This is an optimization exercise on Yosys and OpenROAD, whose aim is small area, a short achievable clock period and few clock cycles per item, not a production implementation.
At most, simulation tests tie the RTL to the original design; equivalence was not proved.
For runs 3 to 9, only the layout was checked, not whether the RTL still works.
No activity file was given, so power comes from the tool's default toggle rates.

--- design/flow/flow/run.sh ---
#!/bin/bash
export BUFFER_PORTS_ARGS="-buffer_cell sky130_fd_sc_hd__buf_1"
bash standard.sh > standard.log 2>&1
--- design/flow/standard.sh ---
#!/bin/bash
# synth_recipe.tcl (not shown) runs the flow's synth.tcl, then flattens the netlist and writes it again
# the make line also repeats each setting of config.mk as NAME=value (left out here)
make -C /OpenROAD-flow-scripts/flow DESIGN_CONFIG=/design/flow/config.mk WORK_HOME=/design/flow/orfs CLKGATE_MAP_FILE= SYNTH_SCRIPT=/design/flow/synth_recipe.tcl "${@:-finish}"
--- design/flow/config.mk ---
export PLATFORM = sky130hd
export DESIGN_NAME = csum_unit
export DESIGN_NICKNAME = csum_unit
export VERILOG_FILES = /design/flow/design.v
export SDC_FILE = /design/flow/constraint.sdc
export NUM_CORES = 4
export LEC_CHECK = 0
export CAP_MARGIN = 20
export CORE_MARGIN = 2
export CORE_UTILIZATION = 40
export SLEW_MARGIN = 20
--- design/flow/constraint.sdc ---
create_clock -name core_clock -period 10.0 [get_ports {clk}]
set_input_delay 2.0000 -clock core_clock [delete_from_list [all_inputs] [get_ports {clk}]]
set_output_delay 2.0000 -clock core_clock [all_outputs]
set_load 0.01 [all_outputs]
--- design/flow/design.v ---
module csum_unit #(
    parameter [15:0] RXB         = 16'h4000,
    parameter [15:0] TXB         = 16'h8000,
    parameter [15:0] RXBUF_SIZE  = 16'd1536,
    parameter [15:0] TXBUF_SIZE  = 16'd1536
) (
    input  wire        clk,
    input  wire        rst,           
    input  wire        cmd_valid,
    output wire        cmd_ready,
    input  wire [31:0] cmd_seed,
    input  wire [15:0] cmd_addr,
    input  wire [15:0] cmd_len,
    output wire        mem_req,
    input  wire        mem_gnt,
    output wire [13:0] mem_waddr,
    input  wire [31:0] mem_rdata,
    output wire        rsp_valid,
    output wire        rsp_err,
    output wire [15:0] rsp_sum
);
    reg        idle;       
    reg        chk;        
    reg        zero;       
    reg        reqv;       
    reg        first;      
    reg        single;     
    reg        dvalid;     
    reg        dfirst;     
    reg        dlast;      
    reg        rlast;      
    reg        g;          
    reg        f1;         
    reg        f2;         
    reg        rspv;
    reg        err;
    reg        pre_ok;     
    reg        sel;        
    reg [1:0]  a_lo;       
    reg [10:0] l;          
    reg [8:0]  w;          
    reg [31:0] r;          
    reg [15:0] acc_lo;
    reg [15:0] acc_hi;
    reg [1:0]  cy;         
    wire [11:0] ta = {1'b0, w, a_lo};
    wire [11:0] tb = {1'b0, l};
    wire [12:0] t  = {1'b0, ~(ta ^ tb)} + {(ta | tb), 1'b0};
    wire        ok = pre_ok && (!t[12] || (!t[11] && !(t[10] && t[9])));
    wire gnt      = reqv && mem_gnt;
    wire last_now = first ? single : (w == l[10:2]);
    wire accept   = idle && cmd_valid;
    wire [3:0] m_lo = dfirst ? (4'b1111 << a_lo) : 4'b1111;
    wire [3:0] m_hi = dlast  ? (4'b1111 >> (2'd3 - l[1:0])) : 4'b1111;
    wire [3:0] m    = {4{dvalid}} & m_lo & m_hi;
    wire [3:0] ms   = m & {4{!a_lo[0]}};                      
    wire [3:0] mx   = {m[2], m[3], m[0], m[1]} & {4{a_lo[0]}};  
    wire [31:0] rd  = mem_rdata;
    wire [31:0] rdx = {rd[23:16], rd[31:24], rd[7:0], rd[15:8]};
    wire [15:0] hi_n = acc_hi + {14'd0, cy};
    wire        inj  = g || (chk && zero);
    wire [31:0] r_n  = (rd  & {{8{ms[3]}}, {8{ms[2]}}, {8{ms[1]}}, {8{ms[0]}}}) |
                       (rdx & {{8{mx[3]}}, {8{mx[2]}}, {8{mx[1]}}, {8{mx[0]}}}) |
                       {16'd0, hi_n[7:0], hi_n[15:8]} & {32{inj}};
    wire [15:0] w0   = {r[7:0], r[15:8]};
    wire [15:0] w1   = {r[23:16], r[31:24]};
    wire [17:0] lo_n = {2'd0, acc_lo} + {2'd0, w0} + {2'd0, w1} + {17'd0, f2 & cy[0]};
    always @(posedge clk) begin
        r      <= r_n;
        dfirst <= first;
        dlast  <= last_now;
        acc_hi <= idle ? cmd_seed[31:16] : hi_n;
        cy     <= idle ? 2'd0 : lo_n[17:16];
        if (idle)
            acc_lo <= cmd_seed[15:0];
        else if (chk && !ok)
            acc_lo <= 16'd0;
        else
            acc_lo <= lo_n[15:0];
        if (idle) begin
            single <= (cmd_len[15:3] == 13'd0) &&
                      ({1'b0, cmd_len[2:0]} + {2'b00, cmd_addr[1:0]} <= 4'd4);
            pre_ok <= ((cmd_addr[15:11] == 5'b01000) || (cmd_addr[15:11] == 5'b10000)) &&
                      (cmd_len[15:11] == 5'd0);
            zero   <= (cmd_len == 16'd0);
            sel    <= cmd_addr[15];
            a_lo   <= cmd_addr[1:0];
        end
        if (idle)
            l <= cmd_len[10:0];
        else if (chk)
            l <= t[10:0];
        if (idle)
            w <= cmd_addr[10:2];
        else if (gnt)
            w <= w + 9'd1;
        if (chk)
            err <= !ok;
    end
    always @(posedge clk) begin
        if (rst) begin
            idle   <= 1'b1;
            chk    <= 1'b0;
            reqv   <= 1'b0;
            dvalid <= 1'b0;
            rlast  <= 1'b0;
            g      <= 1'b0;
            f1     <= 1'b0;
            f2     <= 1'b0;
            rspv   <= 1'b0;
        end else begin
            chk    <= accept;
            dvalid <= gnt && !(chk && !ok);
            rlast  <= dvalid && dlast;
            g      <= rlast;
            f1     <= g || (chk && zero && ok);
            f2     <= f1 && lo_n[16];
            rspv   <= (f1 && !lo_n[16]) || f2 || (chk && !ok);
            if (accept) begin
                idle  <= 1'b0;
                reqv  <= (cmd_len != 16'd0);
                first <= 1'b1;
            end
            if ((f1 && !lo_n[16]) || f2 || (chk && !ok))
                idle <= 1'b1;
            if (gnt) begin
                first <= 1'b0;
                if (last_now)
                    reqv <= 1'b0;
            end
            if (chk && !ok)
                reqv <= 1'b0;
        end
    end
    assign cmd_ready = idle;
    assign mem_req   = reqv;
    assign mem_waddr = {sel, ~sel, 3'b000, w};
    assign rsp_valid = rspv;
    assign rsp_err   = err;
    assign rsp_sum   = acc_lo;
endmodule
==> run notes, run 1 <==
worst-case clock buffer depth=2; crit path time final=3.51 ns; # clock sinks=105; status=no timing/DRC/antenna violations; routed via count=4905; gr usage total=0.194; setup TNS=0 ns; final setup fails=0; sequential element share of the synthesized area=0.396; Post-synth EDFFs=28; Clock Latency Late Sink=0.35 ns; library cells used by synthesis=61; Max Clk Rate=285 MHz; Detailed Place HPWL=12.2 mm; GP Congestion=0.868; Synth async-reset ratio=0; worst hold start=first$_SDFFCE_PP0P_; Die X=127 um; RSZ-0062 raised after global routing=false; Pwr per Cell Area=214 mW/mm^2; number of diodes=0; crit-path max FO=4; Iter 0 DRT Violations=285; Hold-fix buffers, CTS=0; Core Area=0.0146 sq mm; Clock Pin Slew Worst Setup and Hold Paths=0.07 ns; final max-slew violation count=0; Synth Register Bits=105; global-route wire length before repair=24.6 mm; Pre-Repair DR Iteration Count=5; Worst EP required=10.28 ns; mean post-synth cell area=9.48 sq um; H-tree depth=3; routed len/inst=15.9 um; r2r setup slk=6.49 ns; post-CTS setup buffers=0; Hold Path End=dfirst$_DFF_P_; Slew Limit Headroom=0.353; pre-CTS setup slack=6.53 ns; Netlist Area Pre-Place=0.00601 sq mm; Synth area leader=dfxtp_1; Finished Layout Cells=950; CTS tree=yes; die height=127 um; share of layout cells above drive strength 1=0.0457; initial antenna violation count=0; kind of critical path=flip-flop to flip-flop; vias per inst=5.16; TritonCTS buffer count=9; GR Overflow Total=0; hold crit path type=flip-flop to flip-flop; Synth-to-Final Area Change=15.6%; Starting Density=0.412; Tot Pwr=1.49 mW; Mapped Cells=634; Worst Clk Skew=0.00741 ns; crit end category=flip-flop; worst slew pin tran=0.971 ns; main flop type after synthesis=dfxtp_1; Top Ports=134; Worst VDD drop=0.0920 mV; static leakage=3.03 nW; Worst EP arrival=3.80 ns; worst hold path depth=0; Port Buf Inserts=130; final core occ=0.476; post-synth top area share=0.256; Root Driver=clkbuf_16; Reg-to-Reg Start=cy[0]$_SDFF_PP0_; Row Count=44; drt drc=0; RR Endpoint=rspv$_SDFF_PP0_; Final period util=0.351; Startpoint Class=flip-flop; # Max-Cap Violations=0; cell total after placement=934; Total Nets Final=923; largest net degree at the start of global routing=74; Synth area leaders=dfxtp_1, edfxtp_1, ha_1, fa_1, inv_1; Fin. Hold Viols=0; post-route ant nets=0; vias in the first global route=4947; Die ar.=0.0160 sq mm; top cells by count, synth=dfxtp_1, inv_1, nand2_1, o21ai_0, ha_1; Final Worst Setup Slack=6.49 ns; Warnings, synthesis=1; cell with the most instances after synthesis=dfxtp_1; final wirelength=15.1 mm; # resized after CTS=0; cells on worst reg2reg path=11
critical path: stages (launching register included):
cell      delay, ns
dfxtp_1        0.32
and2_1         0.17
fa_1           0.46
ha_1           0.23
fa_1           0.42
a21oi_1        0.20
o22ai_1        0.14
o41ai_2        0.39
o21ai_0        0.28
o311ai_1       0.51
a21oi_1        0.17
a21oi_1        0.16
power breakdown:
group / switching [mW] / leakage (nW) / internal, mW
Combinational: 0.354 / 1.97 / 0.247
Clock: 0.163 / 0.137 / 0.178
Sequential: 0.0422 / 0.921 / 0.501
Total: 0.559 / 3.03 / 0.926
placed cells by master (no fill, tap or decap), types with 12 or more instances in the layout:
cell type	instances
o21ai_0	48
ha_1	42
nor2_1	21
a22oi_1	13
fa_1	20
nand3_1	14
mux2i_1	12
nor3_1	12
inv_1	75
edfxtp_1	28
a22o_1	16
xnor2_1	26
a21oi_1	26
xor2_1	18
nand2_1	74
buf_1	130
dfxtp_1	76
cell families after synthesis:
group / count (synthesis) / share of synthesized area
xor gates and xnor gates: 44 / 0.0641
muxes: 16 / 0.0275
AOI/OAI and AO/OA: 150 / 0.165
DFF: 105 / 0.396
adders and majority gates: 62 / 0.154
buffers and inverters: 92 / 0.0612
other: 1 / 0.000624
and+or+nand+nor: 164 / 0.132
metal layers:
metal / vias to the layer above / global-route usage / routed length, um
li1: 2455 / - / -
met1: 2277 / 0.261 / 7200
met2: 143 / 0.305 / 6790
met3: 30 / 0.0481 / 759
met4: 0 / 0.0653 / 365
met5: - / 0 / 0
per-stage QoR:
stage,area [sq um],hold WS (ns)
6_report,6950,0.429
5_1_grt,6950,0.464
4_1_cts,6940,0.433
3_5_place_dp,6660,0.416
3_3_place_gp,6660,0.419
2_1_floorplan,6020,0.372
flip-flops by register name (all words and copies together), names as in the netlist, 2 cells and up:
signal  flops
acc_hi     16
l          11
r          32
a_lo        2
cy          2
w           9
acc_lo     16
area by class of cell:
cell class                 instances  area, sq um
sequential                       105         2390
timing repair buffer             131          495
tap                              184          230
fill                            1414         7640
inverter                          75          282
multi-input combinational        439         3270
clock inverter                     5         38.8
clock buffer                      11          243
worst max path at each step:
stage,start,to,slack [ns],depth (start not counted)
floorplan,cmd_len[13],reqv$_SDFF_PP0_,6.75,7
global placement,cmd_len[13],reqv$_SDFF_PP0_,6.58,8
detailed placement,cmd_len[13],reqv$_SDFF_PP0_,6.53,8
CTS,cy[0]$_SDFF_PP0_,rspv$_SDFF_PP0_,6.49,11
global route,cy[0]$_SDFF_PP0_,rspv$_SDFF_PP0_,6.26,11
finish,cy[0]$_SDFF_PP0_,rspv$_SDFF_PP0_,6.49,11
Testbench counts, summed over its fixed seeds: cycles 63,962, items 512.
==> run 2, diff against run 1 <==
==> design/flow/flow/run.sh (replaced) <==
#!/bin/bash
export BUFFER_PORTS_ARGS="-buffer_cell sky130_fd_sc_hd__buf_1"
export SETUP_SLACK_MARGIN=6.8
bash standard.sh > standard.log 2>&1
==> run 2 against run 1 <==
Still clean. Total power increased by 1.5%. Clock skew grew 0.0025 ns. Critical path depth shrank 10.
==> run notes, run 2 <==
final wirelength=15.3 mm; Fin. Hold Viols=0; Root Driver=clkbuf_16; final max-slew violation count=0; worst path bufs/invs=1; Worst Clk Skew=0.00988 ns; kind of critical path=flip-flop to output port; Core Area=0.0146 sq mm; TritonCTS buffer count=9; final setup fails=0; # Max-Cap Violations=0; vias per inst=5.16; drt drc=0; Synth Register Bits=105; Startpoint Class=flip-flop; Max stage delay on crit path=0.57 ns; crit-path max FO=28; RR Endpoint=f2$_SDFF_PP0_; Final Worst Setup Slack=6.88 ns; GR Overflow Total=0; Top reg by flops=r; Pre-Repair DR Iteration Count=5; Max Clk Rate=321 MHz; Netlist Area Pre-Place=0.00601 sq mm; Iter 0 DRT Violations=248; Hold-fix buffers, CTS=0; setup TNS=0 ns; status=no timing/DRC/antenna violations; Largest regs=r x32, acc_hi x16, acc_lo x16; Hold Path End=g$_SDFF_PP0_; number of diodes=0; # clock sinks=105; mean post-synth cell area=9.48 sq um; Mapped Cells=634; worst hold path depth=1; pre-CTS setup slack=6.54 ns; Largest register FFs=32; Synth area leader=dfxtp_1; global-route wire length before repair=24.5 mm; cells on worst reg2reg path=13; worst hold start=rlast$_SDFF_PP0_; Die ar.=0.0160 sq mm; worst-case clock buffer depth=2; Clock Pin Slew Worst Setup and Hold Paths=0.08 ns; Pwr per Cell Area=214 mW/mm^2; CP max stage cell=dfxtp_4; Starting Density=0.412; H-tree depth=3; register share of total power=0.360; worst slew pin tran=1.02 ns; initial antenna violation count=0; Warnings, synthesis=1; hold crit path type=flip-flop to flip-flop; Row Count=44; Worst VDD drop=0.103 mV; static leakage=3.06 nW; library cells used by synthesis=61; Clock Latency Late Sink=0.35 ns; cell with the most instances after synthesis=dfxtp_1; Synth area leaders=dfxtp_1, edfxtp_1, ha_1, fa_1, inv_1; share of layout cells above drive strength 1=0.0623; post-route ant nets=0; Reg-to-Reg Start=cy[0]$_SDFF_PP0_; crit end category=output port; NetSw=0.576 mW; Top Ports=134; hold_ws=0.440 ns; routed via count=4929; largest net degree at the start of global routing=50; Int Power=0.932 mW; RSZ-0062 raised after global routing=false; final core occ=0.484; crit path time final=3.12 ns; CP Cell Sequence=buf_1; Clk pwr share=0.224; Die X=127 um; gr usage total=0.194; CTS tree=yes; Synth async-reset ratio=0; post-synth top area share=0.256; Sw Share=0.382; routed len/inst=16.0 um; Slew Limit Headroom=0.317; GP Congestion=0.831; Post-synth EDFFs=28; r2r setup slk=6.93 ns; leading cell type in the layout, fill and taps excluded=buf_1; Detailed Place HPWL=12.1 mm; CP top delay family=flip-flops; Final period util=0.312; Worst EP required=8.00 ns; Total Nets Final=928; vias in the first global route=4808; Synth-to-Final Area Change=17.4%; Worst EP arrival=1.12 ns; Logic pwr share=0.416; commonest cells after routing, fill and taps aside=buf_1, dfxtp_1, inv_1, nand2_1, o21ai_0; top cells by count, synth=dfxtp_1, inv_1, nand2_1, o21ai_0, ha_1; main flop type after synthesis=dfxtp_1; die height=127 um; Port Buf Inserts=130; sequential element share of the synthesized area=0.396
==> run 2: logic make-up (layout without fill, tap and decap cells) <==
logic type,count (synthesis),in the layout,synth area share
multiplexers,16,16,0.0275
other,1,3,0.000624
XOR/XNOR,44,44,0.0641
flip-flops,105,105,0.396
adder cells (fa/ha/maj),62,62,0.154
AO/OA/AOI/OAI,150,150,0.165
AND/OR/NAND/NOR,164,164,0.132
buffers and inverters,92,227,0.0612
==> run 2: power groups by stage <==
stage               combinational, mW  clock (mW)  sequential (mW)
detailed placement              0.594           0            0.555
global placement                0.590           0            0.553
global route                    0.705       0.358            0.551
finish                          0.627       0.338            0.542
CTS                             0.609       0.345            0.543
floorplan                       0.446           0            0.549
==> run 2: cell type report <==
class                   count  area (sq um)
multi-input cells         439          3330
clock inverters             6          50.0
flip-flops and latches    105          2390
well taps                 184           230
fillers                  1435          7530
repair buffers            136           553
clock buffers              10           229
inverters                  75           282
==> run 2: worst max path at each step <==
stage	start	to	slack, ns	depth (start not counted)
floorplan	cmd_len[13]	reqv$_SDFF_PP0_	6.79	7
global route	f2$_SDFF_PP0_	f2$_SDFF_PP0_	6.80	13
CTS	cy[0]$_SDFF_PP0_	rspv$_SDFF_PP0_	6.79	12
global placement	cy[0]$_SDFF_PP0_	rspv$_SDFF_PP0_	6.63	11
detailed placement	cy[0]$_SDFF_PP0_	rspv$_SDFF_PP0_	6.54	11
finish	idle$_SDFFE_PP1P_	cmd_ready	6.88	1
==> run 2: per-stage QoR <==
stage | instances | power, mW | area [sq um]
2_1_floorplan | 636 | 0.995 | 6030
3_3_place_gp | 934 | 1.14 | 6670
3_5_place_dp | 934 | 1.15 | 6670
4_1_cts | 952 | 1.50 | 7000
5_1_grt | 955 | 1.61 | 7060
6_report | 955 | 1.51 | 7060
==> run 2: repair_timing <==
action,4_1_cts,5_1_grt
gates resized for setup,2,8
pin swaps,3,5
setup buffers,2,3
endpoints found under the setup margin,21,22
==> run 2: layer usage <==
layer | track usage | routed length, um | share of wire | up-vias
met4 | 0.0789 | 395 | 0.026 | 0
met5 | 0 | 0 | 0 | -
met2 | 0.290 | 6660 | 0.43 | 139
met3 | 0.0333 | 709 | 0.046 | 26
met1 | 0.278 | 7550 | 0.49 | 2298
li1 | - | - | - | 2466
==> run 3, diff against run 2 <==
--- a/design/flow/design.v
+++ b/design/flow/design.v
@@ -21,4 +21,5 @@
 );
     reg        idle;       
+    reg        busy;       
     reg        chk;        
     reg        zero;       
@@ -50,5 +51,5 @@
     wire gnt      = reqv && mem_gnt;
     wire last_now = first ? single : (w == l[10:2]);
-    wire accept   = idle && cmd_valid;
+    wire accept   = !busy && cmd_valid;
     wire [3:0] m_lo = dfirst ? (4'b1111 << a_lo) : 4'b1111;
     wire [3:0] m_hi = dlast  ? (4'b1111 >> (2'd3 - l[1:0])) : 4'b1111;
@@ -70,7 +71,7 @@
         dfirst <= first;
         dlast  <= last_now;
-        acc_hi <= idle ? cmd_seed[31:16] : hi_n;
-        cy     <= idle ? 2'd0 : lo_n[17:16];
-        if (idle)
+        acc_hi <= !busy ? cmd_seed[31:16] : hi_n;
+        cy     <= !busy ? 2'd0 : lo_n[17:16];
+        if (!busy)
             acc_lo <= cmd_seed[15:0];
         else if (chk && !ok)
@@ -78,5 +79,5 @@
         else
             acc_lo <= lo_n[15:0];
-        if (idle) begin
+        if (!busy) begin
             single <= (cmd_len[15:3] == 13'd0) &&
                       ({1'b0, cmd_len[2:0]} + {2'b00, cmd_addr[1:0]} <= 4'd4);
@@ -87,9 +88,9 @@
             a_lo   <= cmd_addr[1:0];
         end
-        if (idle)
+        if (!busy)
             l <= cmd_len[10:0];
         else if (chk)
             l <= t[10:0];
-        if (idle)
+        if (!busy)
             w <= cmd_addr[10:2];
         else if (gnt)
@@ -101,4 +102,5 @@
         if (rst) begin
             idle   <= 1'b1;
+            busy   <= 1'b0;
             chk    <= 1'b0;
             reqv   <= 1'b0;
@@ -119,9 +121,12 @@
             if (accept) begin
                 idle  <= 1'b0;
+                busy  <= 1'b1;
                 reqv  <= (cmd_len != 16'd0);
                 first <= 1'b1;
             end
-            if ((f1 && !lo_n[16]) || f2 || (chk && !ok))
+            if ((f1 && !lo_n[16]) || f2 || (chk && !ok)) begin
                 idle <= 1'b1;
+                busy <= 1'b0;
+            end
             if (gnt) begin
                 first <= 1'b0;
==> design/flow/flow/run.sh (replaced) <==
#!/bin/bash
export BUFFER_PORTS_ARGS="-buffer_cell sky130_fd_sc_hd__buf_1"
export SETUP_SLACK_MARGIN=7.0
bash standard.sh > standard.log 2>&1
==> run 3 against run 2 <==
Still clean on timing, DRC and antenna. Worst setup slack worse by 0.19 ns. Via count is 7.4% higher. Register-to-register slack worse by 0.24 ns. Critical path depth is 10 higher. Sequential share of layout area is 2.8 points lower. Synthesized cell count is 1.7% higher. Clock skew is 0.0021 ns lower. Routed wire length is 9.6% higher. Clock power is 5% higher. Cell count is 3.9% higher. Count of clock-buffer cells in the layout is 1 lower.
==> run notes, run 3 <==
H-tree depth=3; global-route wire length before repair=25.9 mm; gr usage total=0.204; routed via count=5295; drt drc=0; Largest register FFs=32; Clock Pin Slew Worst Setup and Hold Paths=0.08 ns; Pwr per Cell Area=281 mW/mm^2; mean post-synth cell area=9.48 sq um; kind of critical path=flip-flop to flip-flop; Post-synth EDFFs=28; Mapped Cells=645; share of layout cells above drive strength 1=0.153; final wirelength=16.8 mm; cells on worst reg2reg path=11; post-route ant nets=0; routed len/inst=16.9 um; Worst EP arrival=3.53 ns; Port Buf Inserts=130; Die X=128 um; crit path time final=3.31 ns; Synth-to-Final Area Change=26.9%; Top reg by flops=r; largest net degree at the start of global routing=68; number of diodes=0; hold_ws=0.440 ns; Final period util=0.331; # clock sinks=106; Core Area=0.0151 sq mm; Starting Density=0.405; Worst VDD drop=0.133 mV; leading cell type in the layout, fill and taps excluded=buf_1; GP Congestion=0.859; worst-case clock buffer depth=2; Total Nets Final=961; Iter 0 DRT Violations=357; sequential element share of the synthesized area=0.393; Tot Pwr=2.18 mW; GR Overflow Total=0; setup TNS=0 ns; Synth area leaders=dfxtp_1, edfxtp_1, ha_1, fa_1, inv_1; cell with the most instances after synthesis=dfxtp_1; Max Clk Rate=303 MHz; Die ar.=0.0163 sq mm; vias in the first global route=5084; Top Ports=134; Slew Limit Headroom=0.250; crit-path max FO=3; top cells by count, synth=dfxtp_1, inv_1, nor2_1, ha_1, nand2_1; multi-input logic area=0.00379 sq mm; Netlist Area Pre-Place=0.00612 sq mm; vias per inst=5.34; post-synth top area share=0.255; Synth area leader=dfxtp_1; final setup fails=0; die height=128 um; Synth async-reset ratio=0; Reg area=0.00241 sq mm; Root Driver=clkbuf_16; TritonCTS buffer count=9; Worst Clk Skew=0.00779 ns; # Max-Cap Violations=0; commonest cells after routing, fill and taps aside=buf_1, dfxtp_1, inv_1, nor2_1, nand2_1; worst hold path depth=1; Warnings, synthesis=1; crit end category=flip-flop; hold crit path type=flip-flop to flip-flop; worst slew pin tran=1.12 ns; final max-slew violation count=0; static leakage=3.13 nW; Pre-Repair DR Iteration Count=5; Worst EP required=10.23 ns; Startpoint Class=flip-flop; Fin. Hold Viols=0; library cells used by synthesis=62; RSZ-0062 raised after global routing=true; main flop type after synthesis=dfxtp_1; CTS tree=yes; Largest regs=r x32, acc_hi x16, acc_lo x16; Filler cells=1402; Row Count=45; Clock Latency Late Sink=0.35 ns; status=no timing/DRC/antenna violations; Synth Register Bits=106; Detailed Place HPWL=12.4 mm; initial antenna violation count=1
-- run 3: where the power goes --
| group | leakage (nW) | switching [mW] | internal (mW) | total [mW] |
|---|---|---|---|---|
| sequential | 0.928 | 0.0628 | 0.548 | 0.610 |
| clock | 0.147 | 0.178 | 0.177 | 0.354 |
| combinational | 2.05 | 0.683 | 0.530 | 1.21 |
-- run 3: layout make-up --
cell class                 instances  area share
inverter                          66      0.0319
clock buffer                       9      0.0290
timing repair buffer             161       0.102
sequential                       106       0.310
multi-input combinational        455       0.488
clock inverter                     7     0.00902
tap                              188      0.0303
-- run 3: what timing repair did --
action | 4_1_cts | 5_1_grt
resized for setup | 33 | 36
pin swaps | 18 | 19
hold buffers | 0 | 0
setup endpoints to repair | 25 | 30
cloned | 2 | 0
buffers inserted | 13 | 13
-- run 3: stage by stage --
| step | setup slack [ns] | cells | cell area, sq um | util |
|---|---|---|---|---|
| 3_3_place_gp | 6.47 | 948 | 6830 | 0.453 |
| 2_1_floorplan | 6.71 | 647 | 6190 | - |
| 5_1_grt | 6.58 | 992 | 7760 | 0.515 |
| 3_5_place_dp | 6.31 | 948 | 6830 | 0.453 |
| 6_report | 6.69 | 992 | 7760 | 0.515 |
| 4_1_cts | 6.65 | 979 | 7450 | 0.494 |
-- run 3: per-layer routing --
layer,global-route usage,part of all wire,up-vias
met5,0,0,-
met4,0.0737,0.017,0
met3,0.0271,0.062,16
met2,0.320,0.46,173
met1,0.291,0.46,2506
li1,-,-,2600
-- run 3: worst paths after layout --
check / end / start / slack (ns)
max: idle$_SDFFE_PP1P_ / cy[0]$_SDFF_PN0_ / 6.69
min: g$_SDFF_PP0_ / rlast$_SDFF_PP0_ / 0.44
max reg2reg: idle$_SDFFE_PP1P_ / cy[0]$_SDFF_PN0_ / 6.69
min reg2reg: g$_SDFF_PP0_ / rlast$_SDFF_PP0_ / 0.44
-- run 3: worst max-delay path: stages, from the launching register on --
cell and delay [ns]:
dfxtp_2 0.32, and2_4 0.15, fa_1 0.46, ha_2 0.21, fa_2 0.35, a211oi_2 0.24
or2_4 0.17, o211ai_1 0.14, o211ai_1 0.34, a211o_1 0.21, a31oi_2 0.10, or4b_4 0.48
-- run 3: logic make-up (layout without fill, tap and decap cells) --
group                    after synthesis  after routing  synth area share
AO/OA/AOI/OAI                        169            169             0.192
XOR/XNOR                              38             38            0.0544
adder cells (fa/ha/maj)               62             62             0.151
buffers and inverters                 86            243            0.0577
flip-flops                           106            106             0.393
multiplexers                           9              9            0.0164
other                                  1              3          0.000613
AND/OR/NAND/NOR                      174            174             0.135
==> run 4, diff against run 3 <==
==> design/flow/flow/run.sh (replaced) <==
#!/bin/bash
export BUFFER_PORTS_ARGS="-buffer_cell sky130_fd_sc_hd__buf_1"
export SETUP_SLACK_MARGIN=7.4
bash standard.sh > standard.log 2>&1
==> run 4 against run 3 <==
Still clean. Combinational power up 14%. First-iteration DRC count down 15%. Sequential share of layout area down 1.4 points. Maximum frequency up 1.8%. Global-route usage down 0.39 points. Cell count up 2.4%. Count of clock-buffer cells in the layout up 2. Final area up 5.9%. Clock skew up 0.0032 ns. Flip-flop and latch count unchanged. Utilization up 3.0 points. Critical endpoint unchanged. Largest power group unchanged.
==> run notes, run 4 <==
crit path time final=3.25 ns; gr usage total=0.200; Startpoint Class=flip-flop; worst slew pin tran=0.975 ns; Warnings, synthesis=1; CP Cell Sequence=and2_4 > fa_1 > ha_2 > fa_2 > a211oi_2 > or2_4 > o211ai_1 > o211ai_1 > a211o_1 > a31oi_4 > or4b_4; most used cell, CP=o211ai_1; sequential element share of the synthesized area=0.393; library cells used by synthesis=62; Synth async-reset ratio=0; RSZ-0062 raised after global routing=true; Int Power=1.38 mW; Largest register FFs=32; Starting Density=0.405; vias per inst=5.31; status=no timing/DRC/antenna violations; hold crit path type=flip-flop to flip-flop; post-route ant nets=0; routed via count=5391; Filler cells=1371; GP Congestion=0.874; Synth-to-Final Area Change=34.4%; Fin. Hold Viols=0; Clock Pin Slew Worst Setup and Hold Paths=0.08 ns; # Max-Cap Violations=0; crit end category=flip-flop; Die ar.=0.0163 sq mm; Worst Clk Skew=0.0110 ns; worst hold start=rlast$_SDFF_PP0_; Slew Limit Headroom=0.346; Final period util=0.325; mean post-synth cell area=9.48 sq um; multi-input logic area=0.00386 sq mm; Logic pwr share=0.585; worst-case clock buffer depth=2; Worst EP arrival=3.48 ns; TritonCTS buffer count=9; Netlist Area Pre-Place=0.00612 sq mm; Synth area leaders=dfxtp_1, edfxtp_1, ha_1, fa_1, inv_1; H-tree depth=3; Max Clk Rate=308 MHz; Worst EP required=10.23 ns; Die X=128 um; Reg-to-Reg Start=f2$_SDFF_PP0_; drt drc=0; setup TNS=0 ns; CP top delay family=adder cells; r2r setup slk=6.75 ns; NetSw=0.974 mW; Core Area=0.0151 sq mm; Synth area leader=dfxtp_1; Worst VDD drop=0.160 mV; leading cell type in the layout, fill and taps excluded=buf_1; cells on worst reg2reg path=11; Detailed Place HPWL=12.4 mm; vias in the first global route=5086; die height=128 um; Sw Share=0.414; Iter 0 DRT Violations=303; final max-slew violation count=0; GR Overflow Total=0; Root Driver=clkbuf_16; Synth Register Bits=106; Clock Latency Late Sink=0.36 ns; Max stage delay on crit path=0.47 ns; worst path bufs/invs=0; Pre-Repair DR Iteration Count=5; Hold-fix buffers, CTS=0; register share of total power=0.263; # clock sinks=106; post-synth top area share=0.255; Largest regs=r x32, acc_hi x16, acc_lo x16; share of layout cells above drive strength 1=0.258; Port Buf Inserts=130; commonest cells after routing, fill and taps aside=buf_1, dfxtp_1, inv_1, nor2_1, buf_4; final setup fails=0; Tot Pwr=2.35 mW; worst hold path depth=1; Top Ports=134; number of diodes=0; kind of critical path=flip-flop to flip-flop; initial antenna violation count=0; static leakage=3.38 nW; Total Nets Final=985; RR Endpoint=idle$_SDFFE_PP1P_; final wirelength=16.8 mm; main flop type after synthesis=dfxtp_1; Row Count=45; global-route wire length before repair=25.3 mm; top cells by count, synth=dfxtp_1, inv_1, nor2_1, ha_1, nand2_1; Hold Path End=g$_SDFF_PP0_; cell with the most instances after synthesis=dfxtp_1; Clk pwr share=0.152; CP max stage cell=or4b_4; Post-synth EDFFs=28; Reg area=0.00244 sq mm; CTS tree=yes; Pwr per Cell Area=286 mW/mm^2; Mapped Cells=645; routed len/inst=16.6 um; Top reg by flops=r; largest net degree at the start of global routing=68; crit-path max FO=2
==> run 4: cell counts after synthesis <==
No cell type changed its count.
==> run 4: power groups by stage <==
stage	clock network (mW)	registers, mW	logic (mW)
after floorplan	0	0.623	0.752
after global placement	0	0.622	0.975
after detailed placement	0	0.624	0.996
after CTS	0.363	0.619	1.19
after global routing	0.382	0.630	1.49
final	0.357	0.619	1.38
==> run 4: worst max-delay path by stage <==
stage	from	end	slack, ns	cells past startpoint
2_1_floorplan	cmd_len[13]	reqv$_SDFF_PP0_	6.71	6
3_3_place_gp	cmd_len[13]	reqv$_SDFF_PP0_	6.46	7
3_5_place_dp	cmd_len[13]	reqv$_SDFF_PP0_	6.37	7
4_1_cts	f2$_SDFF_PP0_	idle$_SDFFE_PP1P_	6.68	11
5_1_grt	f2$_SDFF_PP0_	idle$_SDFFE_PP1P_	6.64	11
6_report	f2$_SDFF_PP0_	idle$_SDFFE_PP1P_	6.75	11
==> run 4: area by class of cell <==
type	count	share of cell area
Multi-Input combinational cell	455	0.470
Sequential cell	106	0.296
Timing Repair Buffer	185	0.140
Clock buffer	11	0.0309
Inverter	66	0.0301
Tap cell	188	0.0286
Clock inverter	5	0.00502
==> run 4: repair_timing <==
item | 4_1_cts | 5_1_grt
resized for setup | 109 | 54
endpoints found under the hold margin | 0 | 0
gates cloned | 1 | 0
pin swaps | 21 | 31
endpoints found under the setup margin | 62 | 63
setup buffers | 33 | 18
==> run 4: metrics by stage <==
step                      std cells  setup slack, ns  cell area, sq um  hold WS (ns)  utilization
after floorplan                 647             6.71              6240         0.372            -
after global placement          948             6.46              6890         0.421        0.456
after detailed placement        948             6.37              6890         0.428        0.456
after CTS                       998             6.68              7840         0.446        0.520
after global routing           1016             6.64              8220         0.456        0.545
final                          1016             6.75              8220         0.442        0.545
==> run 4: cell families (layout without fill, tap and decap cells) <==
family / Yosys count / after routing / share of synthesized area
mux: 9 / 9 / 0.0164
buf+inv: 86 / 267 / 0.0577
flops: 106 / 106 / 0.393
fa+ha+maj: 62 / 62 / 0.151
compound gates: 169 / 169 / 0.192
other cells: 1 / 3 / 0.000613
simple gates: 174 / 174 / 0.135
xor+xnor: 38 / 38 / 0.0544
==> run 4: per-layer routing <==
metal	routed length, um	track usage	vias up	part of all wire
met1	7930	0.285	2566	0.47
li1	-	-	2644	-
met2	7690	0.307	160	0.46
met5	0	0	-	0
met4	310	0.0705	0	0.018
met3	903	0.0363	21	0.054
==> run 5, diff against run 4 <==
--- a/design/flow/design.v
+++ b/design/flow/design.v
@@ -125,5 +125,5 @@
                 first <= 1'b1;
             end
-            if ((f1 && !lo_n[16]) || f2 || (chk && !ok)) begin
+            if (rspv) begin
                 idle <= 1'b1;
                 busy <= 1'b0;
==> design/flow/flow/run.sh (replaced) <==
#!/bin/bash
export BUFFER_PORTS_ARGS="-buffer_cell sky130_fd_sc_hd__buf_1"
export SETUP_SLACK_MARGIN=6.5
bash standard.sh > standard.log 2>&1
==> run 5 against run 4 <==
Still clean on timing, DRC and antenna. First-iteration DRC count decreased by 33%. Area after synthesis about the same. Global-route usage increased by 0.27 points. Non-clock buffer count decreased by 53. Final area decreased by 14%. Critical path depth unchanged. Register-to-register slack about the same. Clock power increased by 4%. Cell count decreased by 5.4%. Routed wire length decreased by 5.2%. Utilization decreased by 7.6 points. Combinational power decreased by 59%.
==> run notes, run 5 <==
Worst VDD drop=0.0886 mV; top cells by count, synth=dfxtp_1, inv_1, nor2_1, a21oi_1, ha_1; routed via count=5028; pre-CTS setup slack=6.42 ns; Largest register FFs=32; Startpoint Class=flip-flop; Synth area leader=dfxtp_1; Total Nets Final=930; share of layout cells above drive strength 1=0.0595; Netlist Area Pre-Place=0.00611 sq mm; routed len/inst=16.6 um; Root Driver=clkbuf_16; multi-input logic area=0.00339 sq mm; Row Count=45; post-route ant nets=0; die height=128 um; met2 wire len=7.39 mm; vias per inst=5.23; Max Clk Rate=307 MHz; Worst EP required=10.22 ns; post-synth top area share=0.255; Pwr per Cell Area=209 mW/mm^2; cell total after placement=945; Hold-fix buffers, CTS=0; worst slew pin tran=0.970 ns; GR Overflow Total=0; Die ar.=0.0163 sq mm; final max-slew violation count=0; post-CTS setup buffers=0; setup TNS=0 ns; number of diodes=0; kind of critical path=flip-flop to flip-flop; library cells used by synthesis=61; H-tree depth=3; Final period util=0.326; drt drc=0; Final Worst Setup Slack=6.74 ns; Synth async-reset ratio=0; Starting Density=0.405; Top reg by flops=r; Pre-Repair DR Iteration Count=5; crit end category=flip-flop; met3 wire length=658 um; # clock sinks=106; # Max-Cap Violations=0; Largest regs=r x32, acc_hi x16, acc_lo x16; Finished Layout Cells=961; sequential element share of the synthesized area=0.393; Die X=128 um; Warnings, synthesis=1; Reg area=0.00240 sq mm; global-route wire length before repair=25.7 mm; vias in the first global route=5122; Port Buf Inserts=130; Post-synth EDFFs=28; TritonCTS buffer count=9; DR top layer=met4; main flop type after synthesis=dfxtp_1; status=no timing/DRC/antenna violations; Synth-to-Final Area Change=15.8%; RSZ-0062 raised after global routing=false; met1 WL=7.61 mm; Slew Limit Headroom=0.353; CTS tree=yes; mean post-synth cell area=9.54 sq um; worst-case clock buffer depth=2; crit-path max FO=4; final setup fails=0; static leakage=2.86 nW; GP Congestion=0.846; leading cell type in the layout, fill and taps excluded=buf_1; hold crit path type=flip-flop to flip-flop; initial antenna violation count=0; Filler cells=1515; Clock Latency Late Sink=0.36 ns; Clock Pin Slew Worst Setup and Hold Paths=0.07 ns; commonest cells after routing, fill and taps aside=buf_1, dfxtp_1, inv_1, nor2_1, a21oi_1; Fin. Hold Viols=0; Iter 0 DRT Violations=204; Worst EP arrival=3.48 ns; Synth area leaders=dfxtp_1, edfxtp_1, ha_1, fa_1, inv_1; crit path time final=3.26 ns; Core Area=0.0151 sq mm; cell with the most instances after synthesis=dfxtp_1; Synth Register Bits=106; Detailed Place HPWL=12.6 mm; Worst Clk Skew=0.00828 ns; final wirelength=16.0 mm; largest net degree at the start of global routing=85; gr usage total=0.203; Mapped Cells=641; Top Ports=134
-- run 5: what timing repair did --
action / CTS / global route
setup endpoints to repair: 0 / 3
resized for setup: 0 / 1
endpoints found under the hold margin: 0 / 0
-- run 5: kinds of logic (layout without fill, tap and decap cells) --
family                   after synthesis  in the layout  synth area share
multiplexers                          11             11            0.0196
other                                  1              3          0.000613
flip-flops                           106            106             0.393
AO/OA/AOI/OAI                        165            165             0.186
adder cells (fa/ha/maj)               62             62             0.151
buffers and inverters                 85            215            0.0559
AND/OR/NAND/NOR                      170            170             0.134
XOR/XNOR                              41             41            0.0587
-- run 5: path summary, 6_finish.rpt --
kind,start,endpoint,slack [ns],cells after the start
worst max-delay path,cy[0]$_SDFF_PN0_,f2$_SDFF_PP0_,6.74,11
worst min-delay path,rlast$_SDFF_PP0_,g$_SDFF_PP0_,0.46,1
worst max register to register,cy[0]$_SDFF_PN0_,f2$_SDFF_PP0_,6.74,11
worst min register to register,rlast$_SDFF_PP0_,g$_SDFF_PP0_,0.46,1
-- run 5: power breakdown --
| group | switching (mW) | total, mW | internal [mW] |
|---|---|---|---|
| clock | 0.168 | 0.371 | 0.203 |
| combinational | 0.334 | 0.567 | 0.233 |
| sequential | 0.0377 | 0.540 | 0.502 |
| total | 0.539 | 1.48 | 0.938 |
-- run 5: final cells by class --
cell class              count  share of cell area
repair buffers            132              0.0707
clock inverters             5             0.00866
well taps                 188              0.0332
clock buffers              11              0.0343
multi-input cells         452               0.478
inverters                  67              0.0355
flip-flops and latches    106               0.339
-- run 5: layer usage --
| layer | vias up | track usage |
|---|---|---|
| met1 | 2363 | 0.276 |
| met2 | 133 | 0.332 |
| met4 | 0 | 0.0705 |
| met3 | 19 | 0.0293 |
| li1 | 2513 | - |
| met5 | - | 0 |
-- run 5: critical path, cell delays in order, from the launching register on --
cell     delay (ns)
dfxtp_1        0.32
and2_1         0.17
fa_1           0.48
ha_1           0.25
fa_1           0.41
a21oi_1        0.26
o211a_1        0.25
nor4b_2        0.07
o31ai_2        0.44
o21ai_0        0.21
xor2_1         0.20
nor3_1         0.06
-- run 5: per-stage QoR --
step           power [mW]  hold WS [ns]  cell area, sq um  utilization
6_report             1.48         0.458              7080        0.469
5_1_grt              1.58         0.470              7080        0.469
4_1_cts              1.49         0.458              7070        0.469
3_5_place_dp         1.11         0.430              6770        0.449
3_3_place_gp         1.10         0.424              6760        0.448
2_1_floorplan       0.962         0.372              6120            -
==> run 6, diff against run 5 <==
==> design/flow/flow/run.sh (replaced) <==
#!/bin/bash
export BUFFER_PORTS_ARGS="-buffer_cell sky130_fd_sc_hd__buf_1"
export SETUP_SLACK_MARGIN=6.8
bash standard.sh > standard.log 2>&1
==> run 6 against run 5 <==
Maximum frequency up 4.2%. Total power up 2.3%. Highest routed layer unchanged. Cell count up 0.62%. Sequential power about the same. Final area up 2.2%. Routed wire length up 2.6%. Worst setup slack better by 0.13 ns. Flip-flop and latch count unchanged. Clock power down 11%. Synthesized cell count unchanged. Sequential share of layout area down 0.74 points. Count of clock-buffer cells in the layout down 1.
==> run notes, run 6 <==
status=no timing/DRC/antenna violations; crit end category=flip-flop; post-route ant nets=0; die height=128 um; final max-slew violation count=0; cell with the most instances after synthesis=dfxtp_1; Netlist Area Pre-Place=0.00611 sq mm; crit path time final=3.13 ns; Pwr per Cell Area=209 mW/mm^2; routed len/inst=16.9 um; Synth area leader=dfxtp_1; Max Clk Rate=320 MHz; final setup fails=0; Slew Limit Headroom=0.353; crit-path max FO=5; met2 wire len=7.74 mm; Filler cells=1529; main flop type after synthesis=dfxtp_1; Total Nets Final=937; static leakage=2.89 nW; Synth-to-Final Area Change=18.4%; hold crit path type=flip-flop to flip-flop; final wirelength=16.4 mm; setup TNS=0 ns; H-tree depth=3; Worst VDD drop=0.117 mV; Warnings, synthesis=1; worst hold start=rlast$_SDFF_PP0_; Synth Register Bits=106; Reg-to-Reg Start=w[6]$_DFFE_PP_; r2r setup slk=6.87 ns; Port Buf Inserts=130; worst-case clock buffer depth=2; number of diodes=0; Largest regs=r x32, acc_hi x16, acc_lo x16; Startpoint Class=flip-flop; # clock sinks=106; Hold-fix buffers, CTS=0; global-route wire length before repair=25.6 mm; final core occ=0.480; initial antenna violation count=0; Mapped Cells=641; Worst EP arrival=3.37 ns; mean post-synth cell area=9.54 sq um; Iter 0 DRT Violations=234; CP max stage cell=or3_1; vias per inst=5.23; Finished Layout Cells=967; CTS tree=yes; post-synth top area share=0.255; Clock Latency Late Sink=0.35 ns; Synth async-reset ratio=0; Root Driver=clkbuf_16; CP Cell Sequence=inv_1 > ha_1 > inv_1 > ha_1 > a21o_1 > or4_1 > a211o_1 > a21oi_4 > nor3_4 > or3_1 > a31o_1; cell total after placement=945; drt drc=0; leading cell type in the layout, fill and taps excluded=buf_1; Fin. Hold Viols=0; share of layout cells above drive strength 1=0.0860; Die X=128 um; met1 WL=7.73 mm; Top reg by flops=r; # Max-Cap Violations=0; commonest cells after routing, fill and taps aside=buf_1, dfxtp_1, inv_1, nor2_1, a21oi_1; Final period util=0.313; GP Congestion=0.839; Clock Pin Slew Worst Setup and Hold Paths=0.07 ns; Largest register FFs=32; Tot Pwr=1.51 mW; Worst Clk Skew=0.00825 ns; top cells by count, synth=dfxtp_1, inv_1, nor2_1, a21oi_1, ha_1; library cells used by synthesis=61; kind of critical path=flip-flop to flip-flop; Detailed Place HPWL=12.6 mm; Die ar.=0.0163 sq mm; Top Ports=134; sequential element share of the synthesized area=0.393; met3 wire length=696 um; worst slew pin tran=0.970 ns; largest net degree at the start of global routing=85; TritonCTS buffer count=9; Synth area leaders=dfxtp_1, edfxtp_1, ha_1, fa_1, inv_1; DR top layer=met4; GR Overflow Total=0; Pre-Repair DR Iteration Count=5; Post-synth EDFFs=28; Starting Density=0.405; Worst EP required=10.24 ns; vias in the first global route=4991; Row Count=45; Core Area=0.0151 sq mm; routed via count=5057; critical path launch point=w[6]$_DFFE_PP_; gr usage total=0.202; RSZ-0062 raised after global routing=false; Max stage delay on crit path=0.45 ns
run 6: final cells by class:
type                    count  area (sq um)  area share
clock inverters             5          37.5     0.00519
clock buffers              10           229      0.0316
flip-flops and latches    106          2400       0.332
repair buffers            138           546      0.0754
inverters                  67           251      0.0347
well taps                 188           235      0.0325
multi-input cells         453          3540       0.489
run 6: path summary, 6_finish.rpt:
path	endpoint	cells after the start
worst max-delay path	rspv$_SDFF_PP0_	11
worst min-delay path	g$_SDFF_PP0_	1
worst max register to register	rspv$_SDFF_PP0_	11
worst min register to register	g$_SDFF_PP0_	1
run 6: report_power, final:
part / internal [mW] / switching [mW]
combinational: 0.268 / 0.372
sequential: 0.502 / 0.0379
clock: 0.170 / 0.161
run 6: timing repair:
action	in CTS	in global routing
endpoints found under the setup margin	4	21
resized for setup	4	23
cloned	0	1
setup buffers	0	6
pin swaps	0	10
endpoints found under the hold margin	0	0
run 6: critical path: cells and delay by family (launching register included):
kind / cells / cell delay, ns
fa+ha+maj: 2 / 0.55
simple gates: 3 / 0.94
compound gates: 4 / 0.99
buf+inv: 2 / 0.14
flops: 1 / 0.39
run 6: cell families (layout without fill, tap and decap cells):
kind of cell | Yosys count | count (layout) | synth area share
AO/OA/AOI/OAI | 165 | 166 | 0.186
XOR/XNOR | 41 | 41 | 0.0587
adder cells (fa/ha/maj) | 62 | 62 | 0.151
buffers and inverters | 85 | 220 | 0.0559
flip-flops | 106 | 106 | 0.393
multiplexers | 11 | 11 | 0.0196
other | 1 | 3 | 0.000613
AND/OR/NAND/NOR | 170 | 170 | 0.134
run 6: routing by layer:
layer	GRT usage	vias to the layer above
li1	-	2537
met1	0.282	2387
met2	0.326	118
met3	0.0335	15
met4	0.0549	0
met5	0	-
run 6: per-stage QoR:
stage                     worst slack [ns]  instance area (sq um)  hold WS, ns
after floorplan                       6.78                   6120        0.372
after global placement                6.52                   6760        0.424
after detailed placement              6.43                   6770        0.424
after CTS                             6.80                   7060        0.460
after global routing                  6.77                   7240        0.474
final                                 6.87                   7240        0.458
==> run 7, diff against run 6 <==
--- a/design/flow/design.v
+++ b/design/flow/design.v
@@ -117,6 +117,6 @@
             g      <= rlast;
             f1     <= g || (chk && zero && ok);
-            f2     <= f1 && lo_n[16];
-            rspv   <= (f1 && !lo_n[16]) || f2 || (chk && !ok);
+            f2     <= f1;
+            rspv   <= f2 || (chk && !ok);
             if (accept) begin
                 idle  <= 1'b0;
@@ -125,5 +125,5 @@
                 first <= 1'b1;
             end
-            if (rspv) begin
+            if (f2 || (chk && !ok)) begin
                 idle <= 1'b1;
                 busy <= 1'b0;
==> run 7 against run 6 <==
Worst setup slack better by 0.048 ns. Sequential power about the same. Maximum frequency rose by 1.6%. Clock skew up 0.0032 ns. Critical path depth is 9 lower. Clock power is 11% higher. Die area fell by 1.9%. Non-clock buffer count rose by 8. Global-route usage shrank 0.26 points. Register-to-register slack gained 0.06 ns. Final area shrank 1.5%. Count of clock-buffer cells in the layout stayed put.
==> run notes, run 7 <==
GR peak layer=met2; Mapped Cells=613; post-route ant nets=0; routed len/inst=16.5 um; Synth area leader=dfxtp_1; Top Ports=134; Final period util=0.308; Worst EP required=8.00 ns; Clock Latency Late Sink=0.35 ns; Largest register FFs=32; leading cell type in the layout, fill and taps excluded=buf_1; number of diodes=0; Total Nets Final=915; Pre-Repair DR Iteration Count=4; Port Buf Inserts=130; share of layout cells above drive strength 1=0.0818; H-tree depth=3; Die X=126 um; Startpoint Class=flip-flop; Max Clk Rate=325 MHz; Worst Clk Skew=0.0114 ns; crit end category=output port; CTS tree=yes; Post-synth EDFFs=28; GP Congestion=0.873; final wirelength=15.6 mm; final core occ=0.489; Pwr per Cell Area=218 mW/mm^2; Slew Limit Headroom=0.337; worst-case clock buffer depth=2; Fin. Hold Viols=0; kind of critical path=flip-flop to output port; largest net degree at the start of global routing=62; Iter 0 DRT Violations=161; multi-input logic area=0.00335 sq mm; final max-slew violation count=0; vias in the first global route=4985; Detailed Place HPWL=12.2 mm; initial antenna violation count=0; Die ar.=0.0160 sq mm; Clock Pin Slew Worst Setup and Hold Paths=0.07 ns; post-synth top area share=0.261; routed via count=4854; cell with the most instances after synthesis=dfxtp_1; Root Driver=clkbuf_16; Filler cells=1396; library cells used by synthesis=56; crit path time final=3.08 ns; Worst EP arrival=1.08 ns; Synth async-reset ratio=0; hold crit path type=flip-flop to flip-flop; final setup fails=0; Row Count=44; # clock sinks=106; GR Overflow Total=0; Core Area=0.0146 sq mm; Netlist Area Pre-Place=0.00599 sq mm; static leakage=2.96 nW; Warnings, synthesis=1; worst slew pin tran=0.989 ns; status=no timing/DRC/antenna violations; Hold-fix buffers, CTS=0; vias per inst=5.15; Worst VDD drop=0.164 mV; Synth Register Bits=106; gr usage total=0.200; Synth-to-Final Area Change=18.9%; mean post-synth cell area=9.78 sq um; RSZ-0062 raised after global routing=true; Starting Density=0.411; setup TNS=0 ns; Synth area leaders=dfxtp_1, edfxtp_1, ha_1, fa_1, a21oi_1; die height=126 um; # Max-Cap Violations=0; met3 Use GR=0.0506; main flop type after synthesis=dfxtp_1; Largest regs=r x32, acc_hi x16, acc_lo x16; global-route wire length before repair=25.0 mm; M2 GR Usage=0.325; crit-path max FO=4; M1 GR Usage=0.262; TritonCTS buffer count=9; top cells by count, synth=dfxtp_1, inv_1, a21oi_1, ha_1, nand2_1; Top reg by flops=r; commonest cells after routing, fill and taps aside=buf_1, dfxtp_1, inv_1, a21oi_1; sequential element share of the synthesized area=0.401; drt drc=0; Reg area=0.00240 sq mm
-- run 7: cell count changes after synthesis, moves of 4 or more --
cell	delta
nor2_1	-18
inv_1	-8
a211oi_2	-7
nand2_1	+7
o21ai_0	-7
o2bb2ai_1	+7
o31ai_1	+7
a211oi_1	-5
a21o_1	+5
nor2b_1	+4
-- run 7: kinds of logic after synthesis --
group                    after synthesis  synth area share
adder cells (fa/ha/maj)               62             0.154
AND/OR/NAND/NOR                      153             0.125
AO/OA/AOI/OAI                        161             0.185
multiplexers                          11            0.0205
flip-flops                           106             0.401
buffers and inverters                 78            0.0539
XOR/XNOR                              41            0.0599
other                                  1          0.000626
-- run 7: power breakdown --
| group | switching (mW) | leakage [nW] | internal (mW) |
|---|---|---|---|
| combinational | 0.367 | 1.88 | 0.276 |
| sequential | 0.0364 | 0.927 | 0.506 |
| clock | 0.164 | 0.153 | 0.202 |
| total | 0.568 | 2.96 | 0.984 |
-- run 7: layer usage --
layer | vias to the layer above | part of all wire
li1 | 2446 | -
met1 | 2243 | 0.45
met2 | 134 | 0.47
met3 | 31 | 0.055
met4 | 0 | 0.022
met5 | - | 0
-- run 7: through the flow --
stage	cells	instance area [sq um]	hold WS (ns)	total power [mW]	setup slack [ns]
after detailed placement	911	6640	0.434	1.13	6.54
after CTS	932	7010	0.440	1.52	6.82
final	942	7130	0.443	1.55	6.92
after global routing	942	7130	0.467	1.66	6.72
after global placement	911	6640	0.422	1.12	6.58
after floorplan	615	6010	0.372	0.985	6.78
-- run 7: worst max-delay path, stage by stage, from the launching register on --
cell and delay (ns):
edfxtp_1 0.44, buf_4 0.17, buf_1 0.12
-- run 7: final timing paths --
kind	slack, ns	cells past startpoint	from	end
min reg2reg	0.44	1	f1$_SDFF_PP0_	f2$_SDFF_PP0_
max	6.92	2	w[2]$_DFFE_PP_	mem_waddr[2]
min	0.44	1	f1$_SDFF_PP0_	f2$_SDFF_PP0_
max reg2reg	6.93	12	w[3]$_DFFE_PP_	acc_lo[8]$_DFF_P_
-- run 7: final cells by class --
cell class,instances,area share
tap,184,0.0323
clock buffer,10,0.0335
inverter,58,0.0305
clock inverter,6,0.00895
timing repair buffer,146,0.0871
multi-input combinational,432,0.470
sequential,106,0.337
-- run 7: repair_timing --
action	in CTS	in global routing
pin swaps	2	4
buffers inserted	4	10
setup endpoints to repair	21	22
gates resized for setup	2	10
gates cloned	1	0
==> run 8, diff against run 7 <==
==> design/flow/flow/run.sh (replaced) <==
#!/bin/bash
export BUFFER_PORTS_ARGS="-buffer_cell sky130_fd_sc_hd__buf_1"
export SETUP_SLACK_MARGIN=7.0
bash standard.sh > standard.log 2>&1
==> run 8 against run 7 <==
Sequential power is essentially flat. Utilization grew 2.8 points. Worst hold slack lost 0.0034 ns. Cell count grew 1.5%. Count of clock-buffer cells in the layout grew 3. Worst setup slack gained 0.0040 ns.
==> run notes, run 8 <==
status=no timing/DRC/antenna violations; Root Driver=clkbuf_16; share of layout cells above drive strength 1=0.150; Die ar.=0.0160 sq mm; top cells by count, synth=dfxtp_1, inv_1, a21oi_1, ha_1, nand2_1; CTS tree=yes; static leakage=3.06 nW; Netlist Area Pre-Place=0.00599 sq mm; initial antenna violation count=1; library cells used by synthesis=56; leading cell type in the layout, fill and taps excluded=buf_1; Row Count=44; Synth area leaders=dfxtp_1, edfxtp_1, ha_1, fa_1, a21oi_1; Startpoint Class=flip-flop; mean post-synth cell area=9.78 sq um; Worst Clk Skew=0.00789 ns; Warnings, synthesis=1; worst hold start=f1$_SDFF_PP0_; commonest cells after routing, fill and taps aside=buf_1, dfxtp_1, inv_1, a21oi_1, nand2_1; RSZ-0062 raised after global routing=true; Post-synth EDFFs=28; TritonCTS buffer count=9; Iter 0 DRT Violations=296; hold crit path type=flip-flop to flip-flop; setup TNS=0 ns; # Max-Cap Violations=0; GP Congestion=0.873; Die X=126 um; number of diodes=0; largest net degree at the start of global routing=62; post-synth top area share=0.261; Synth-to-Final Area Change=25.6%; worst-case clock buffer depth=2; vias in the first global route=4928; cell with the most instances after synthesis=dfxtp_1; crit end category=output port; Clock Latency Late Sink=0.35 ns; Hold-fix buffers, CTS=0; Starting Density=0.411; Slew Limit Headroom=0.444; Top reg by flops=r; Largest regs=r x32, acc_hi x16, acc_lo x16; worst slew pin tran=0.833 ns; Reg-to-Reg Start=w[6]$_DFFE_PP_; crit path time final=3.07 ns; routed via count=5083; Core Area=0.0146 sq mm; Final Worst Setup Slack=6.93 ns; global-route wire length before repair=24.7 mm; GR Overflow Total=0; Synth area leader=dfxtp_1; routed len/inst=17.0 um; Clock Pin Slew Worst Setup and Hold Paths=0.07 ns; sequential element share of the synthesized area=0.401; main flop type after synthesis=dfxtp_1; Filler cells=1329; Worst EP arrival=1.07 ns; Final period util=0.307; final max-slew violation count=0; Fin. Hold Viols=0; crit-path max FO=3; Top Ports=134; Pwr per Cell Area=223 mW/mm^2; die height=126 um; Detailed Place HPWL=12.1 mm; critical path launch point=w[5]$_DFFE_PP_; Synth async-reset ratio=0; Synth Register Bits=106; H-tree depth=3; Port Buf Inserts=130; drt drc=0; Mapped Cells=613; gr usage total=0.197; r2r setup slk=7.03 ns; Largest register FFs=32; final setup fails=0; # clock sinks=106; final wirelength=16.2 mm; Worst VDD drop=0.184 mV; Pre-Repair DR Iteration Count=5; vias per inst=5.32; post-route ant nets=0; pre-CTS setup slack=6.56 ns; Worst EP required=8.00 ns; kind of critical path=flip-flop to output port; Total Nets Final=929; Max Clk Rate=325 MHz
run 8: cell count changes in the layout (fill, tap and decap cells not counted), sizes merged:
cell | before | now
buf | 146 | 155
clkbuf | 10 | 18
inv | 60 | 58
clkinv | 3 | 2
run 8: worst paths after layout:
| check | end | cells after the start |
|---|---|---|
| setup / recovery | mem_waddr[5] | 2 |
| hold / removal | f2$_SDFF_PP0_ | 1 |
| setup reg to reg | idle$_SDFFE_PP1P_ | 13 |
| hold reg to reg | f2$_SDFF_PP0_ | 1 |
run 8: layer usage:
metal / GRT usage / wire length (um) / vias up / part of all wire
met5: 0 / 13 / - / 0.00080
met1: 0.254 / 7170 / 2414 / 0.44
met3: 0.0557 / 1070 / 19 / 0.066
li1: - / - / 2481 / -
met4: 0.0388 / 198 / 2 / 0.012
met2: 0.331 / 7780 / 167 / 0.48
run 8: where the power goes:
| group | switching, mW | leakage, nW | internal (mW) | total [mW] |
|---|---|---|---|---|
| logic | 0.403 | 1.98 | 0.359 | 0.761 |
| clock network | 0.160 | 0.156 | 0.216 | 0.376 |
| registers | 0.0342 | 0.927 | 0.506 | 0.541 |
| total | 0.597 | 3.06 | 1.08 | 1.68 |
run 8: cells by family (layout without fill, tap and decap cells):
| group | after synthesis | after routing | share of synthesized area |
|---|---|---|---|
| xor+xnor | 41 | 41 | 0.0599 |
| buf+inv | 78 | 234 | 0.0539 |
| fa+ha+maj | 62 | 62 | 0.154 |
| other cells | 1 | 3 | 0.000626 |
| flops | 106 | 106 | 0.401 |
| simple gates | 153 | 153 | 0.125 |
| compound gates | 161 | 162 | 0.185 |
| mux | 11 | 11 | 0.0205 |
run 8: area by class of cell:
class                      instances  area, sq um  area share
clock inverter                     3         47.5     0.00631
timing repair buffer             160          771       0.102
multi-input combinational        432         3590       0.477
tap                              184          230      0.0306
inverter                          58          218      0.0289
sequential                       106         2400       0.319
clock buffer                      13          270      0.0359
run 8: what timing repair did:
| item | in CTS | in global routing |
|---|---|---|
| cloned | 1 | 1 |
| endpoints found under the setup margin | 24 | 26 |
| gates resized for setup | 14 | 51 |
| pin swaps | 6 | 17 |
| setup buffers | 13 | 13 |
run 8: stage by stage:
stage	power (mW)	instance area (sq um)	util	hold slack, ns	std cells
after floorplan	0.985	6020	-	0.372	615
after global placement	1.11	6660	0.456	0.422	912
after detailed placement	1.13	6660	0.456	0.428	912
after CTS	1.58	7180	0.492	0.445	942
after global routing	1.79	7530	0.516	0.457	956
final	1.68	7530	0.516	0.439	956
run 8: critical path, stage by stage, from the launching register on:
cell      delay, ns
edfxtp_1       0.44
buf_4          0.16
buf_1          0.12
==> run 9, diff against run 8 <==
--- a/design/flow/design.v
+++ b/design/flow/design.v
@@ -23,5 +23,4 @@
     reg        busy;       
     reg        chk;        
-    reg        zero;       
     reg        reqv;       
     reg        first;      
@@ -49,4 +48,6 @@
     wire [12:0] t  = {1'b0, ~(ta ^ tb)} + {(ta | tb), 1'b0};
     wire        ok = pre_ok && (!t[12] || (!t[11] && !(t[10] && t[9])));
+    wire        zero = (l == 11'd0);
+    wire        none = chk && (!ok || zero);
     wire gnt      = reqv && mem_gnt;
     wire last_now = first ? single : (w == l[10:2]);
@@ -84,5 +85,4 @@
             pre_ok <= ((cmd_addr[15:11] == 5'b01000) || (cmd_addr[15:11] == 5'b10000)) &&
                       (cmd_len[15:11] == 5'd0);
-            zero   <= (cmd_len == 16'd0);
             sel    <= cmd_addr[15];
             a_lo   <= cmd_addr[1:0];
@@ -113,17 +113,17 @@
         end else begin
             chk    <= accept;
-            dvalid <= gnt && !(chk && !ok);
+            dvalid <= gnt && !none;
             rlast  <= dvalid && dlast;
             g      <= rlast;
             f1     <= g || (chk && zero && ok);
-            f2     <= f1;
-            rspv   <= f2 || (chk && !ok);
+            f2     <= f1 && lo_n[16];
+            rspv   <= (f1 && !lo_n[16]) || f2 || (chk && !ok);
             if (accept) begin
                 idle  <= 1'b0;
                 busy  <= 1'b1;
-                reqv  <= (cmd_len != 16'd0);
+                reqv  <= 1'b1;
                 first <= 1'b1;
             end
-            if (f2 || (chk && !ok)) begin
+            if (rspv) begin
                 idle <= 1'b1;
                 busy <= 1'b0;
@@ -134,5 +134,5 @@
                     reqv <= 1'b0;
             end
-            if (chk && !ok)
+            if (none)
                 reqv <= 1'b0;
         end
==> design/flow/flow/run.sh (replaced) <==
#!/bin/bash
export BUFFER_PORTS_ARGS="-buffer_cell sky130_fd_sc_hd__buf_1"
export SETUP_SLACK_MARGIN=6.8
bash standard.sh > standard.log 2>&1
--- a/design/flow/config.mk
+++ b/design/flow/config.mk
@@ -9,3 +9,4 @@
 export CORE_MARGIN = 2
 export CORE_UTILIZATION = 40
+export CTS_BUF_LIST = sky130_fd_sc_hd__clkbuf_4 sky130_fd_sc_hd__clkbuf_8
 export SLEW_MARGIN = 20
==> run 9 against run 8 <==
Clock skew is 0.0031 ns higher. Non-clock buffer count is 16 lower. Total power is 17% higher. Die area is 2.4% higher. Synthesized cell count is 3.8% higher. First-iteration DRC count is 6.4% lower. Utilization is 4.1 points lower. Critical path type is now flip-flop to flip-flop. Clock power is 23% lower. Via count hardly changed. Area after synthesis is 2.4% higher. Cell count is 0.84% higher. Worst setup slack worse by 0.062 ns. Largest cell class unchanged.
==> run notes, run 9 <==
status=no timing/DRC/antenna violations; Netlist Area Pre-Place=0.00614 sq mm; H-tree depth=3; sequential element share of the synthesized area=0.386; largest net degree at the start of global routing=59; final max-slew violation count=0; GP Congestion=0.873; Synth area leader=dfxtp_1; Warnings, synthesis=1; Tot Pwr=1.96 mW; mean post-synth cell area=9.65 sq um; crit path time final=3.14 ns; global-route wire length before repair=25.6 mm; CTS tree=yes; kind of critical path=flip-flop to flip-flop; Top Ports=134; post-route ant nets=0; Worst VDD drop=0.115 mV; TritonCTS buffer count=9; Die ar.=0.0164 sq mm; Die X=128 um; hold_ws=0.460 ns; Row Count=45; setup TNS=0 ns; Pre-Repair DR Iteration Count=5; gr usage total=0.204; worst slew pin tran=0.912 ns; Core Area=0.0151 sq mm; leading cell type in the layout, fill and taps excluded=buf_1; GR Overflow Total=0; crit end category=flip-flop; CP max stage cell=fa_2; Max stage delay on crit path=0.47 ns; worst-case clock buffer depth=2; CP top delay family=compound AO/OA/AOI/OAI gates; post-synth top area share=0.254; final wirelength=16.2 mm; post-route cell area=0.00717 sq mm; final setup fails=0; Final Worst Setup Slack=6.86 ns; Port Buf Inserts=130; RSZ-0062 raised after global routing=true; # Max-Cap Violations=0; Fin. Hold Viols=0; Starting Density=0.407; Largest register FFs=32; Max Clk Rate=319 MHz; pre-CTS setup slack=6.63 ns; Post-synth EDFFs=27; Final period util=0.314; top cells by count, synth=dfxtp_1, inv_1, nor2_1, ha_1, a21oi_1; hold crit path type=flip-flop to flip-flop; drt drc=0; Mapped Cells=636; Iter 0 DRT Violations=277; most used cell, CP=fa_2; Root Driver=clkbuf_8; Finished Layout Cells=964; static leakage=2.91 nW; Clock Latency Late Sink=0.39 ns; Synth Register Bits=105; Startpoint Class=flip-flop; final core occ=0.475; vias in the first global route=4992; Worst EP arrival=3.41 ns; Synth async-reset ratio=0; # clock sinks=105; Pwr per Cell Area=274 mW/mm^2; worst path bufs/invs=0; Detailed Place HPWL=12.9 mm; initial antenna violation count=0; Synth-to-Final Area Change=16.7%; die height=128 um; main flop type after synthesis=dfxtp_1; Largest regs=r x32, acc_hi x16, acc_lo x16; Slew Limit Headroom=0.392; Total Nets Final=933; CP Cell Sequence=and2_4 > fa_2 > ha_4 > fa_2 > a211oi_4 > o21bai_2 > a311oi_2 > o311ai_2 > o41ai_2 > xnor2_1 > o2bb2ai_1; number of diodes=0; library cells used by synthesis=71; commonest cells after routing, fill and taps aside=buf_1, dfxtp_1, inv_1, nor2_1; Top reg by flops=r; cell with the most instances after synthesis=dfxtp_1; Worst EP required=10.28 ns; routed len/inst=16.8 um; Worst Clk Skew=0.0110 ns; routed via count=5087; dpl cell area=0.00675 sq mm; vias per inst=5.28; Synth area leaders=dfxtp_1, edfxtp_1, ha_1, fa_1, xnor2_1; Clock Pin Slew Worst Setup and Hold Paths=0.11 ns; cell total after placement=936; crit-path max FO=3; share of layout cells above drive strength 1=0.0992
==> run 9: cell types whose count changed after synthesis, sizes merged, moves of 5 or more <==
cell	change
nor3	+5
nand3	+8
nor2	+6
a21oi	-7
o31ai	-8
==> run 9: cells by family after synthesis <==
kind of cell | after synthesis | share of synthesized area
AOI/OAI and AO/OA | 166 | 0.191
xor gates and xnor gates | 40 | 0.0571
adders and majority gates | 62 | 0.151
buffers and inverters | 83 | 0.0601
DFF | 105 | 0.386
muxes | 11 | 0.0200
other | 1 | 0.000611
and+or+nand+nor | 168 | 0.134
==> run 9: cell type report <==
type | instances | area (sq um)
fill | 1495 | 7920
multi-input combinational | 451 | 3520
inverter | 60 | 225
sequential | 105 | 2380
clock buffer | 10 | 131
timing repair buffer | 144 | 597
tap | 188 | 235
clock inverter | 6 | 83.8
==> run 9: worst paths after layout <==
check / startpoint / end / slack (ns) / cells past startpoint
setup / recovery: cy[0]$_SDFF_PN0_ / rspv$_SDFF_PP0_ / 6.86 / 11
setup reg to reg: cy[0]$_SDFF_PN0_ / rspv$_SDFF_PP0_ / 6.86 / 11
hold / removal: rlast$_SDFF_PP0_ / g$_SDFF_PP0_ / 0.46 / 1
hold reg to reg: rlast$_SDFF_PP0_ / g$_SDFF_PP0_ / 0.46 / 1
==> run 9: layer usage <==
layer  track usage  wire length [um]  vias up
met5             0                 0        -
met4        0.0621               230        0
met3        0.0321               755       15
met2         0.324              7500      143
met1         0.287              7740     2397
li1              -                 -     2532
==> run 9: report_power, final <==
group,internal (mW),leakage [nW],switching [mW],total (mW)
clock network,0.125,0.110,0.165,0.290
registers,0.549,0.914,0.0820,0.631
logic,0.433,1.88,0.606,1.04
==> run 9: timing repair <==
item                                    4_1_cts  5_1_grt
endpoints found under the setup margin       13       19
hold buffers                                  0        0
cloned                                        1        0
pin swaps                                     3       17
setup buffers                                 4        7
gates resized for setup                       8       16

==> static timing again, ports no longer ideal <==
Ports are ideal in the flow. The routed layouts listed here were re-timed in OpenROAD. Step 1 sets driving cells, clkbuf_16 on the clock port and buf_2 on the other inputs (assumed; they add their load-dependent delay and slew). Step 2 adds t to the input delays and takes it off the output delays; t is the mean of the earliest and latest rising clock arrival at the registers after step 1. Input paths then give back, and output paths get back, about the clock's delay inside the block. Slacks: ideal ports / drivers / drivers and shift; pairs: ideal ports / drivers.
run | t, ns | slack for setup (ns) | latest minus earliest clock arrival (ns) | slew at the worst register clock pin (ns) | worst slew at a driven data input, ns
run 1 | 0.395 | 6.488 / 6.488 / 6.488 | 0.008 / 0.008 | 0.07 / 0.07 | 0.05
run 2 | 0.391 | 6.884 / 6.843 / 6.583 | 0.010 / 0.011 | 0.08 / 0.08 | 0.05
run 3 | 0.393 | 6.695 / 6.695 / 6.501 | 0.009 / 0.009 | 0.08 / 0.08 | 0.07
run 4 | 0.392 | 6.752 / 6.752 / 6.430 | 0.011 / 0.012 | 0.08 / 0.08 | 0.07
run 5 | 0.395 | 6.743 / 6.743 / 6.417 | 0.008 / 0.008 | 0.07 / 0.07 | 0.05
run 6 | 0.388 | 6.875 / 6.875 / 6.512 | 0.009 / 0.008 | 0.07 / 0.07 | 0.05
run 7 | 0.386 | 6.923 / 6.881 / 6.564 | 0.012 / 0.012 | 0.08 / 0.08 | 0.05
run 8 | 0.388 | 6.927 / 6.886 / 6.636 | 0.008 / 0.008 | 0.07 / 0.07 | 0.06
run 9 | 0.422 | 6.864 / 6.845 / 6.707 | 0.011 / 0.011 | 0.11 / 0.11 | 0.05
After both steps every run listed still meets setup and hold. The setup slack of run 6, which loses most, moves by 0.000 ns with the drivers and by -0.363 ns with both steps.
